This design comes from an exercise in tuning for small area and a short achievable clock period on the open sky130 flow, not from production work. At most, simulation tests tie the RTL to the original design; equivalence was not proved. Power figures rest on the tool's default switching activity, not on a simulated workload.

fjord:
==> flow/design.v <==
module k2mix_rxdec (
    input  wire        clk,
    input  wire        rst,         
    input  wire        in_valid,
    input  wire [7:0]  in_byte,
    input  wire        in_last,
    output reg         out_valid,
    output reg  [2:0]  out_st,
    output reg  [7:0]  out_cmd,
    output reg  [7:0]  out_plen,
    output reg  [2:0]  out_kind,
    output reg  [7:0]  out_node,
    output reg  [31:0] out_val
);
    localparam [7:0] START_BYTE            = 8'h02;
    localparam [7:0] STOP_BYTE             = 8'h03;
    localparam [7:0] CMD_GET_VALUES        = 8'h04;
    localparam [7:0] CMD_SET_DUTY          = 8'h05;
    localparam [7:0] CMD_SET_CURRENT       = 8'h06;
    localparam [7:0] CMD_SET_CURRENT_BRAKE = 8'h07;
    localparam [7:0] CMD_FORWARD           = 8'h22;
    localparam [2:0] ST_OK    = 3'd1;
    localparam [2:0] ST_SHORT = 3'd2;
    localparam [2:0] ST_START = 3'd3;
    localparam [2:0] ST_LEN   = 3'd4;
    localparam [2:0] ST_SIZE  = 3'd5;
    localparam [2:0] ST_STOP  = 3'd6;
    localparam [2:0] ST_CRC   = 3'd7;
    localparam [2:0] K_RAW = 3'd0, K_DUTY = 3'd1, K_CURRENT = 3'd2,
                     K_BRAKE = 3'd3, K_GETVALUES = 3'd4, K_ROUTED = 3'd5;
    localparam [8:0] POS0 = 9'd508;
    reg  [8:0]  pos;
    reg  [15:0] crc;
    reg         b0ok;       
    reg         p2is5;      
    wire [15:0] crc_nx;
    wire [7:0]  cx = crc[15:8] ^ in_byte;
    wire [7:0]  cy = cx ^ {4'd0, cx[7:4]};
    assign crc_nx = {crc[7:0], 8'd0} ^ {cy[3:0], 12'd0} ^ {3'd0, cy, 5'd0} ^ {8'd0, cy};
    wire at0 = (pos == POS0);
    wire at1 = (pos == POS0 + 9'd1);
    wire at2 = (pos == POS0 + 9'd2);
    wire at3 = (pos == POS0 + 9'd3);
    wire at4 = (pos == 9'd0);
    wire l5  = (out_plen == 8'd5);
    wire l7  = (out_plen == 8'd7);
    wire l1  = (out_plen == 8'd1);
    wire val_sh = (l5 & (at3 | (pos <= 9'd2))) | (l7 & (pos >= 9'd1) & (pos <= 9'd4));
    wire short_c = (pos[8] & pos[7]) | at4;
    wire size_ok = (pos == {1'b0, out_plen});
    reg  [2:0] st;
    always @(*) begin
        if (short_c)                st = ST_SHORT;
        else if (!b0ok)             st = ST_START;
        else if (out_plen == 8'd0)  st = ST_LEN;
        else if (!size_ok)          st = ST_SIZE;
        else if (in_byte != STOP_BYTE) st = ST_STOP;
        else if (crc != 16'd0)      st = ST_CRC;
        else                        st = ST_OK;
    end
    wire ok = (st == ST_OK);
    reg [2:0] kind;
    always @(*) begin
        if (l5 && out_cmd == CMD_SET_DUTY)                 kind = K_DUTY;
        else if (l5 && out_cmd == CMD_SET_CURRENT)         kind = K_CURRENT;
        else if (l5 && out_cmd == CMD_SET_CURRENT_BRAKE)   kind = K_BRAKE;
        else if (l1 && out_cmd == CMD_GET_VALUES)          kind = K_GETVALUES;
        else if (l7 && out_cmd == CMD_FORWARD && p2is5)    kind = K_ROUTED;
        else                                               kind = K_RAW;
    end
    wire has_val = (kind == K_DUTY) | (kind == K_CURRENT) | (kind == K_BRAKE) | (kind == K_ROUTED);
    wire last = in_valid & in_last;
    always @(posedge clk) begin
        if (rst) begin
            pos       <= POS0;
            out_valid <= 1'b0;
        end else begin
            out_valid <= last;
            if (in_valid) begin
                if (in_last)
                    pos <= POS0;
                else if (!(pos[8] & !pos[7]))
                    pos <= pos + 9'd1;
            end
        end
    end
    always @(posedge clk) begin
        if (in_valid) begin
            crc <= (at0 | at1) ? 16'd0 : crc_nx;
            if (at0) b0ok  <= (in_byte == START_BYTE);
            if (at4) p2is5 <= (in_byte == CMD_SET_DUTY);
        end
        if (last) begin
            out_st   <= st;
            out_kind <= ok ? kind : K_RAW;
            if (!ok) out_cmd  <= 8'd0;
            if (!ok) out_plen <= 8'd0;
            if (!(ok && kind == K_ROUTED)) out_node <= 8'd0;
            if (!(ok && has_val)) out_val <= 32'd0;
        end else if (in_valid) begin
            if (at1) out_plen <= in_byte;
            if (at2) out_cmd  <= in_byte;
            if (at3) out_node <= in_byte;
            if (val_sh) out_val <= {out_val[23:0], in_byte};
        end
    end
endmodule
export LEC_CHECK = 0
export CAP_MARGIN = 20
export CORE_MARGIN = 2
export CORE_UTILIZATION = 40
export PLACE_DENSITY = 0.6
export SLEW_MARGIN = 20
create_clock -name core_clock -period 10.0 [get_ports {clk}]
run.sh (not shown) runs the stock make flow with config.mk's settings and CLKGATE_MAP_FILE= SYNTH_SCRIPT=/design/flow/synth_recipe.tcl, a recipe that flattens the netlist after the stock synthesis.
Having completed the whole flow, fjord delivered a layout that passed the timing, DRC and antenna checks.
[inputs] violet vs fjord
==> flow/design.v <==
module k2mix_rxdec (
    input  wire        clk,
    input  wire        rst,         
    input  wire        in_valid,
    input  wire [7:0]  in_byte,
    input  wire        in_last,
    output reg         out_valid,
    output reg  [2:0]  out_st,
    output reg  [7:0]  out_cmd,
    output reg  [7:0]  out_plen,
    output reg  [2:0]  out_kind,
    output reg  [7:0]  out_node,
    output reg  [31:0] out_val
);
    localparam [7:0] START_BYTE            = 8'h02;
    localparam [7:0] STOP_BYTE             = 8'h03;
    localparam [7:0] CMD_GET_VALUES        = 8'h04;
    localparam [7:0] CMD_SET_DUTY          = 8'h05;
    localparam [7:0] CMD_SET_CURRENT       = 8'h06;
    localparam [7:0] CMD_SET_CURRENT_BRAKE = 8'h07;
    localparam [7:0] CMD_FORWARD           = 8'h22;
    localparam [2:0] ST_OK    = 3'd1;
    localparam [2:0] ST_SHORT = 3'd2;
    localparam [2:0] ST_START = 3'd3;
    localparam [2:0] ST_LEN   = 3'd4;
    localparam [2:0] ST_SIZE  = 3'd5;
    localparam [2:0] ST_STOP  = 3'd6;
    localparam [2:0] ST_CRC   = 3'd7;
    localparam [2:0] K_RAW = 3'd0, K_DUTY = 3'd1, K_CURRENT = 3'd2,
                     K_BRAKE = 3'd3, K_GETVALUES = 3'd4, K_ROUTED = 3'd5;
    localparam [8:0] POS0 = 9'd508;
    reg  [8:0]  pos;
    reg  [15:0] crc;
    reg         b0ok;       
    reg         p2is5;      
    wire [15:0] crc_nx;
    wire [7:0]  cx = crc[15:8] ^ in_byte;
    wire [7:0]  cy = cx ^ {4'd0, cx[7:4]};
    assign crc_nx = {crc[7:0], 8'd0} ^ {cy[3:0], 12'd0} ^ {3'd0, cy, 5'd0} ^ {8'd0, cy};
    wire at0 = (pos == POS0);
    wire at1 = (pos == POS0 + 9'd1);
    wire at2 = (pos == POS0 + 9'd2);
    wire at3 = (pos == POS0 + 9'd3);
    wire at4 = (pos == 9'd0);
    wire l5  = (out_plen == 8'd5);
    wire l7  = (out_plen == 8'd7);
    wire l1  = (out_plen == 8'd1);
    wire val_sh = (l5 & (at3 | (pos <= 9'd2))) | (l7 & (pos >= 9'd1) & (pos <= 9'd4));
    wire short_c = (pos[8] & pos[7]) | at4;
    wire size_ok = (pos == {1'b0, out_plen});
    reg  [2:0] st_pre;      
    always @(*) begin
        if (short_c)                st_pre = ST_SHORT;
        else if (!b0ok)             st_pre = ST_START;
        else if (out_plen == 8'd0)  st_pre = ST_LEN;
        else if (!size_ok)          st_pre = ST_SIZE;
        else if (crc != 16'd0)      st_pre = ST_CRC;
        else                        st_pre = ST_OK;
    end
    reg  [2:0] st_r;
    reg        stop_ok;
    reg        fin;         
    wire [2:0] st = ((st_r == ST_OK || st_r == ST_CRC) && !stop_ok) ? ST_STOP : st_r;
    wire ok = (st == ST_OK);
    reg [2:0] kind;
    always @(*) begin
        if (l5 && out_cmd == CMD_SET_DUTY)                 kind = K_DUTY;
        else if (l5 && out_cmd == CMD_SET_CURRENT)         kind = K_CURRENT;
        else if (l5 && out_cmd == CMD_SET_CURRENT_BRAKE)   kind = K_BRAKE;
        else if (l1 && out_cmd == CMD_GET_VALUES)          kind = K_GETVALUES;
        else if (l7 && out_cmd == CMD_FORWARD && p2is5)    kind = K_ROUTED;
        else                                               kind = K_RAW;
    end
    wire has_val = (kind == K_DUTY) | (kind == K_CURRENT) | (kind == K_BRAKE) | (kind == K_ROUTED);
    wire last = in_valid & in_last;
    always @(posedge clk) begin
        if (rst) begin
            pos       <= POS0;
            fin       <= 1'b0;
            out_valid <= 1'b0;
        end else begin
            fin       <= last;
            out_valid <= fin;
            if (in_valid) begin
                if (in_last)
                    pos <= POS0;
                else if (!(pos[8] & !pos[7]))
                    pos <= pos + 9'd1;
            end
        end
    end
    always @(posedge clk) begin
        if (last) begin
            st_r    <= st_pre;
            stop_ok <= (in_byte == STOP_BYTE);
        end
        if (in_valid && !in_last) begin
            crc <= (at0 | at1) ? 16'd0 : crc_nx;
            if (at0) b0ok  <= (in_byte == START_BYTE);
            if (at4) p2is5 <= (in_byte == CMD_SET_DUTY);
        end
        if (fin) begin
            out_st   <= st;
            out_kind <= ok ? kind : K_RAW;
            if (!ok) out_cmd  <= 8'd0;
            if (!ok) out_plen <= 8'd0;
            if (!(ok && kind == K_ROUTED)) out_node <= 8'd0;
            if (!(ok && has_val)) out_val <= 32'd0;
        end
        if (in_valid) begin
            if (at1) out_plen <= in_byte;
            if (at2) out_cmd  <= in_byte;
            if (at3) out_node <= in_byte;
            if (val_sh) out_val <= {out_val[23:0], in_byte};
        end
    end
endmodule
==> summary.txt <==
- Minimum clock period: fjord and violet compared, lower one is violet
- Share of synthesized area occupied by flip-flops and latches in violet is 11 points below fjord.
- Looking at fraction of area in non-clock buffers, violet sits 0.24 points above fjord.
- fjord has a higher sequential share of layout area than violet.
- Re floorplan core area: no difference whatsoever between violet and fjord.
- Compared with fjord, global-route wire length before repair in violet increased by more than 10%.
- Final net count: violet > fjord
- Number of instances in the placed design up about 13% in violet wrt fjord
- The die of violet is larger than the one used in fjord.
- Going from fjord to violet, overall power of the completed layout grew by a few percent.
Function not checked in violet: the RTL went through the layout flow alone.

[static timing again, ports no longer ideal]
The results above use ideal ports. As a check the final layouts listed here were re-extracted and re-timed, cells and wires unchanged.
Step 1 sets driving cells, clkbuf_16 on the clock port and buf_2 on the other inputs (assumed; they add their load-dependent delay and slew).
Step 2, shift: input delay + t, output delay - t, t = (earliest + latest rising clock arrival at the registers) / 2. This alone moves slack from input paths to output paths.
a / b / c = ideal ports / drivers / drivers and shift; a / b = the first two.
run | t, ns | slack for setup (ns) | worst setup path after step 2 | worst data-port slew with drivers (ns) | pins driven straight from the clock port
fjord | 0.389 | 5.838 / 5.839 / 5.451 | input to register | 0.05 | 1
violet | 0.386 | 6.062 / 6.072 / 5.686 | input to register | 0.04 | 1
After both steps every run listed still meets setup and hold. For fjord, which loses most, drivers alone change the setup slack by +0.001 ns; drivers and shift together by -0.387 ns.
